Source: an optimization exercise on an open RTL-to-GDS flow (aim: small area, a short achievable clock period and few clock cycles per item). Production flows keep margins and buffers that such runs may drop.
Only simulation tests tie the RTL to the original design; equivalence was not proved.
Power figures rest on the tool's default switching activity, not on a simulated workload.

==> indigo: inputs <==
// m17_viterbi
module m17_viterbi (
    input  wire         clk,
    input  wire         rst,         
    input  wire         in_valid,
    output wire         in_ready,
    input  wire         in_scheme,   
    input  wire [4:0]   in_len,      
    input  wire [407:0] in_data,     
    output reg          out_valid,
    output wire [239:0] out_data     
);
==> flow/config.mk <==
export PLATFORM = sky130hd
export DESIGN_NAME = m17_viterbi
export DESIGN_NICKNAME = m17_viterbi
export VERILOG_FILES = /design/flow/design.v
export SDC_FILE = /design/flow/constraint.sdc
export NUM_CORES = 4
export LEC_CHECK = 0
export CAP_MARGIN = 20
export CORE_MARGIN = 2
export CORE_UTILIZATION = 55
export SETUP_SLACK_MARGIN = 4.7
export SLEW_MARGIN = 20
export BUFFER_PORTS_ARGS = -buffer_cell sky130_fd_sc_hd__buf_1
==> flow/constraint.sdc <==
create_clock -name core_clock -period 8.0 [get_ports {clk}]
set_input_delay 1.6000 -clock core_clock [delete_from_list [all_inputs] [get_ports {clk}]]
set_output_delay 1.6000 -clock core_clock [all_outputs]
set_load 0.01 [all_outputs]
standard.sh (not shown) runs the stock make flow with config.mk's settings and CLKGATE_MAP_FILE= SYNTH_SCRIPT=/design/flow/synth_recipe.tcl, a recipe that flattens the netlist after the stock synthesis.
==> flow/flow/run.sh <==
#!/bin/bash
# The standard layout (standard.sh: ORFS synthesis to final layout),
# with one change: the buffers ORFS puts on the input and output ports are
# the smallest buffer cell, sky130_fd_sc_hd__buf_1, instead of the cell
# buffer_ports picks by itself.  The full ORFS output is in standard.log,
# and each step's log under orfs/logs/.
set -e
echo "export BUFFER_PORTS_ARGS = -buffer_cell sky130_fd_sc_hd__buf_1" >> config.mk
bash standard.sh > standard.log 2>&1
==> juniper: changes against indigo <==
--- a/flow/design.v
+++ b/flow/design.v
@@ -168,40 +168,44 @@
         for (sp = 0; sp < 16; sp = sp + 1)
             deca[sp] = warm & |(ta[sp >> 1] & sela[ecl(1'b0, sp[3:0])]);
     end
     reg [MW-1:0] qd [0:15];          
     reg [8:0]    tq [0:15];          
-    reg [4:0]    oa5, oz5;
-    reg [8:0]    ohc;             
+    reg [4:0]    uu [0:31];          
+    reg [4:0]    oa5;
     reg [3:0]    gg;
     reg [3:0]    sa, sb;
     reg [MW-1:0] cd [0:3];           
     reg [MW-1:0] cs0, cs1;
     reg          d1a, d1b;
-    integer bs, xx;
+    integer bs, pr, iz, ia, xx;
     always @* begin
         for (bs = 0; bs < 4; bs = bs + 1)
             for (a = 0; a < 2; a = a + 1)
                 for (b = 0; b < 2; b = b + 1) begin
                     qd[{bs[1:0], a[0], b[0]}] = pm[{a[0], 1'b1, bs[1:0]}]
                                               - pm[{b[0], 1'b0, bs[1:0]}];
                     tq[{bs[1:0], a[0], b[0]}] = lt9(qd[{bs[1:0], a[0], b[0]}]);
                 end
+        for (pr = 0; pr < 8; pr = pr + 1)
+            for (a = 0; a < 2; a = a + 1)
+                for (b = 0; b < 2; b = b + 1) begin
+                    oa5 = sel2a[{ecl(1'b0, {1'b0, pr[2:0]}), a[0], b[0]}];
+                    for (iz = 0; iz < 5; iz = iz + 1) begin
+                        uu[{pr[2:0], a[0], b[0]}][iz] = 1'b0;
+                        for (ia = 0; ia < 5; ia = ia + 1)
+                            uu[{pr[2:0], a[0], b[0]}][iz] = uu[{pr[2:0], a[0], b[0]}][iz]
+                                | (oa5[ia] & tq[{pr[2:1], a[0], b[0]}][ia + iz]);
+                    end
+                end
         for (sp = 0; sp < 16; sp = sp + 1) begin
             sa = {1'b0, sp[3:1]};
             sb = {1'b1, sp[3:1]};
             for (a = 0; a < 2; a = a + 1)
-                for (b = 0; b < 2; b = b + 1) begin
-                    oa5 = sel2a[{ecl(1'b0, sa), a[0], b[0]}];
-                    oz5 = sel2b[ecl(1'b0, sp[3:0])];
-                    ohc = ({4'd0, oa5       } & {9{oz5[0]}})
-                        | ({3'd0, oa5, 1'd0} & {9{oz5[1]}})
-                        | ({2'd0, oa5, 2'd0} & {9{oz5[2]}})
-                        | ({1'd0, oa5, 3'd0} & {9{oz5[3]}})
-                        | ({      oa5, 4'd0} & {9{oz5[4]}});
-                    gg[{a[0], b[0]}] = |(tq[{sp[3:2], a[0], b[0]}] & ohc);
-                end
+                for (b = 0; b < 2; b = b + 1)
+                    gg[{a[0], b[0]}] = |(uu[{sp[3:1], a[0], b[0]}]
+                                         & sel2b[ecl(1'b0, sp[3:0])]);
             for (xx = 0; xx < 4; xx = xx + 1)
                 cd[xx] = pm[{xx[1], xx[0], sp[3:2]}]
                        + {1'b0, kk_r[{ecl(xx[1], {xx[0], sp[3:1]}),
                                       ecl(xx[0], sp[3:0])}]};
             d1a = deca[sa];
@@ -247,27 +251,14 @@
     reg          fl_req;             
     reg          fl_req1;
     reg          fl_req_fin;
     reg          fl_req_mst;         
     reg [4:0]    fl_req_top;
-    reg [15:0]   fl;                 
-    reg          fl_busy, fl_fin;    
-    reg [1:0]    fl_k;
-    reg [5:0]    fl_byte_r;
-    reg          fl_act;
-    reg [5:0]    fl_byte;            
-    reg [15:0]   fl_d;
-    always @* begin
-        fl_act  = fl_req | fl_busy;
-        fl_byte = fl_req ? {1'b0, fl_req_top} - 6'd6 : fl_byte_r;
-        case (fl_req ? 2'd0 : fl_k)
-            2'd0:    fl_d = pth[0][63:48];
-            2'd1:    fl_d = pth[0][49:34];
-            2'd2:    fl_d = pth[0][35:20];
-            default: fl_d = fl;
-        endcase
-    end
+    reg [NS-1:0] fl;
+    reg          fl_busy, fl_fin;
+    reg [3:0]    fl_cnt;
+    reg [5:0]  fl_byte;                
     reg  [239:0] obuf;
     assign out_data = obuf;
     reg          clr;
     reg  [7:0]   stg;                
     wire         c_wr = c_in & ~fb;
@@ -278,19 +269,19 @@
         w_byte = 30'd0;
         w_even = 8'd0;
         w_odd  = 8'd0;
         if (clr) begin
             w_byte = {30{1'b1}};
-        end else if (fl_act) begin
+        end else if (fl_busy) begin
             for (jb = 0; jb < 30; jb = jb + 1)
                 if (fl_byte == jb || fl_byte - 6'd1 == jb) w_byte[jb] = 1'b1;
             if (fl_byte[0]) begin
-                w_odd  = fl_d[7:0];
-                w_even = fl_d[15:8];
+                w_odd  = fl[7:0];
+                w_even = fl[15:8];
             end else begin
-                w_even = fl_d[7:0];
-                w_odd  = fl_d[15:8];
+                w_even = fl[7:0];
+                w_odd  = fl[15:8];
             end
         end else if (c_wr && ck[2:1] == 2'b11) begin
             for (jb = 0; jb < 30; jb = jb + 1)
                 if (ck[7:3] == jb) w_byte[jb] = 1'b1;
             w_even = {stg[7:2], oa[0], ob1[0]};
@@ -376,24 +367,25 @@
         end
         fail  <= fail_n;
         fl_req1 <= 1'b0;
         fl_req  <= fl_req1 | (st == S_FLR);
         if (fl_req) begin
-            fl        <= pth[0][15:0];
-            fl_busy   <= 1'b1;
-            fl_fin    <= fl_req_fin;
-            fl_k      <= 2'd1;
-            fl_byte_r <= fl_byte + 6'd2;
+            fl      <= pth[0];
+            fl_busy <= 1'b1;
+            fl_fin  <= fl_req_fin;
+            fl_cnt  <= NB / 2 - 1;
+            fl_byte <= {1'b0, fl_req_top};
             if (fl_req_mst)
                 mst <= {pth[0][NS-5], pth[0][NS-6], pth[0][NS-7], pth[0][NS-8]};
         end else begin
-            fl_byte_r <= fl_byte_r + 6'd2;
-            fl_k      <= fl_k + 2'd1;
-            if (fl_k == 2'd3) fl_busy <= 1'b0;
+            fl      <= fl >> 16;
+            fl_byte <= fl_byte - 6'd2;
+            fl_cnt  <= fl_cnt - 4'd1;
+            if (fl_cnt == 4'd0) fl_busy <= 1'b0;
         end
-        out_valid <= fl_busy & fl_fin & (fl_k == 2'd3);
-        clr       <= fl_busy & fl_fin & (fl_k == 2'd3);
+        out_valid <= fl_busy & fl_fin & (fl_cnt == 4'd0);
+        clr       <= fl_busy & fl_fin & (fl_cnt == 4'd0);
         case (st)
             S_IDLE: begin
                 t    <= 8'd0;
                 col  <= 5'd0;
                 warm <= 1'b0;
--- a/flow/config.mk
+++ b/flow/config.mk
@@ -6,8 +6,8 @@
 export NUM_CORES = 4
 export LEC_CHECK = 0
 export CAP_MARGIN = 20
 export CORE_MARGIN = 2
 export CORE_UTILIZATION = 55
-export SETUP_SLACK_MARGIN = 4.7
+export SETUP_SLACK_MARGIN = 4.4
 export SLEW_MARGIN = 20
 export BUFFER_PORTS_ARGS = -buffer_cell sky130_fd_sc_hd__buf_1
==> zinc: changes against indigo <==
--- a/flow/design.v
+++ b/flow/design.v
@@ -313,13 +313,12 @@
     wire last1  = (t + 8'd3 == tlast);
     wire chk    = (t + 8'd7 <= tlast);       
     wire fail_n = fail | c_bad;
     wire [4:0] col_max = sch ? 5'd18 : 5'd28;
     wire [4:0] col2    = (col == col_max) ? 5'd0 : col + 5'd2;
-    wire       sh3 = (st == S_RUN) ? ~(p1a & p1b)
-                   : (qrem == 9'd1 || qrem == 9'd2 || qrem == 9'd3 ||
-                      qrem == 9'd6 || qrem == 9'd9);
+    reg        nr3;                  
+    wire       sh3 = (st == S_RUN) ? ~(p1a & p1b) : nr3;
     wire [8:0] qinc  = sh3 ? 9'd3 : 9'd4;
     wire [8:0] qnext = (qrem > qinc) ? qrem - qinc : qrem + (R - qinc);
     wire       qhome = (qrem == 9'd3) | (qrem == 9'd4);   
     wire [9:0] jnext = {2'b00, tlast} - (NS - 8);
     wire [9:0] jlow  = {2'b00, tlast} - (NS - 1);
@@ -350,13 +349,16 @@
         last <= (st == S_RUN) & last1 & ~rst;
         if (rdy) begin
             for (i = 0; i < R; i = i + 1)
                 cb[R-1-i] <= in_data[8*(i/8) + 7 - (i%8)];
             qrem <= R;
+            nr3  <= 1'b0;
         end else begin
             cb   <= sh3 ? {cb[R-4:0], cb[R-1:R-3]} : {cb[R-5:0], cb[R-1:R-4]};
             qrem <= qnext;
+            nr3  <= (qnext == 9'd1 || qnext == 9'd2 || qnext == 9'd3 ||
+                     qnext == 9'd6 || qnext == 9'd9);
         end
         for (i = 0; i < 16; i = i + 1)
             pm[i] <= pmb[i];
         da_r  <= deca;
         db_r  <= decb;
--- a/flow/config.mk
+++ b/flow/config.mk
@@ -6,8 +6,10 @@
 export NUM_CORES = 4
 export LEC_CHECK = 0
 export CAP_MARGIN = 20
 export CORE_MARGIN = 2
 export CORE_UTILIZATION = 55
-export SETUP_SLACK_MARGIN = 4.7
+export CTS_CLUSTER_DIAMETER = 117
+export CTS_CLUSTER_SIZE = 22
+export SETUP_SLACK_MARGIN = 4.8
 export SLEW_MARGIN = 20
 export BUFFER_PORTS_ARGS = -buffer_cell sky130_fd_sc_hd__buf_1
==> flow_summary.yaml <==
placement:
  placed_cells: 13000
yosys:
  yosys_warnings: 20
  synth_compound_area_share_pct: 17.3
  netlist_area_mm2: 0.0991
clocking:
  cts-buffers-inserted: 101
min_path:
  min_to: "fl_fin$_DFFE_PP_"
sta:
  skew_ps: 38.1
  fin_crit_sh_pct: 43.2
power:
  ir_worst_vdd_mv: 0.439
  p_per_area_mw_per_mm2: 538
  pg_seq_w: 0.0178
outcome:
  outcome: "timing/DRC/antenna clean"
critical_path:
  cp.buffers_inverters: 4
  worst-r2r-setup-slack_ps: 4540
layout:
  multiInputGateArea_mm2: 0.0563
die:
  core_area_mm2: 0.179
grt:
  grt_pass1_vias: 80800
That was zinc.
==> flow_summary.yaml <==
yosys:
  yosys_warnings: 20
  synth_compound_area_share_pct: 17.2
  netlist_area_mm2: 0.0992
outcome:
  outcome: "timing/DRC/antenna clean"
grt:
  grt_pass1_vias: 80700
critical_path:
  cp.buffers_inverters: 5
  worst-r2r-setup-slack_ps: 4480
clocking:
  cts-buffers-inserted: 203
drt:
  initialDrtViolationCount: 8169
power:
  pg_seq_w: 0.0182
  p_per_area_mw_per_mm2: 559
  ir_worst_vdd_mv: 0.383
min_path:
  min_to: "ck[1]$_DFF_P_"
layout:
  multiInputGateArea_mm2: 0.0561
sta:
  skew_ps: 77.4
  fin_crit_sh_pct: 44.0
placement:
  placed_cells: 13000
die:
  core_area_mm2: 0.179
That was indigo.
==> flow_summary.yaml <==
yosys:
  synth_compound_area_share_pct: 15.6
  netlist_area_mm2: 0.0983
  yosys_warnings: 21
layout:
  multiInputGateArea_mm2: 0.0538
  inv_count: 273
  diodes: 22
power:
  ir_worst_vdd_mv: 0.555
  pg_seq_w: 0.0185
  top_power_group: "combinational logic"
  p_total_w: 0.0633
  p_per_area_mw_per_mm2: 552
critical_path:
  timing.rr.start: "col[2]$_SDFFCE_PN0N_"
  cp.buffers_inverters: 8
  worst-r2r-setup-slack_ps: 4310
sta:
  skew_ps: 47.3
placement:
  placed_cells: 12800
min_path:
  min_to: "fl_cnt[0]$_SDFF_PP1_"
clocking:
  cts-buffers-inserted: 207
  hold_buffers: 0
outcome:
  outcome: "timing/DRC/antenna clean"
That was juniper.
Testbench counts of indigo, summed over its fixed seeds: cycles 17,265, items 192.
Testbench counts of juniper, summed over its fixed seeds: cycles 17,273, items 192.
Testbench counts of zinc, summed over its fixed seeds: cycles 17,265, items 192.

==> port drivers added, routing unchanged <==
How much do the figures lean on ideal ports? The routed layouts below were timed once more, with nothing changed but the port constraints.
Step 1 sets driving cells, clkbuf_16 on the clock port and buf_2 on the other inputs (assumed; they add their load-dependent delay and slew).
Step 2 also shifts input and output timing later by t, the mid clock arrival at the registers, as if the neighbouring blocks saw the same clock.
a / b / c = ideal / step 1 / step 2; a / b = the first two.
run	t (ns)	slack for setup (ns)	latest minus earliest clock arrival (ns)	worst data-port slew with drivers (ns)	pins driven straight from the clock port
indigo	0.925	4.484 / 4.484 / 4.012	0.087 / 0.087	0.09	1
juniper	0.945	4.312 / 4.312 / 3.944	0.048 / 0.048	0.15	1
zinc	0.889	4.542 / 4.542 / 3.932	0.043 / 0.043	0.14	1
After both steps setup and hold are still met in every run listed. The setup slack of zinc, which loses most, moves by 0.000 ns with the drivers and by -0.610 ns with both steps.
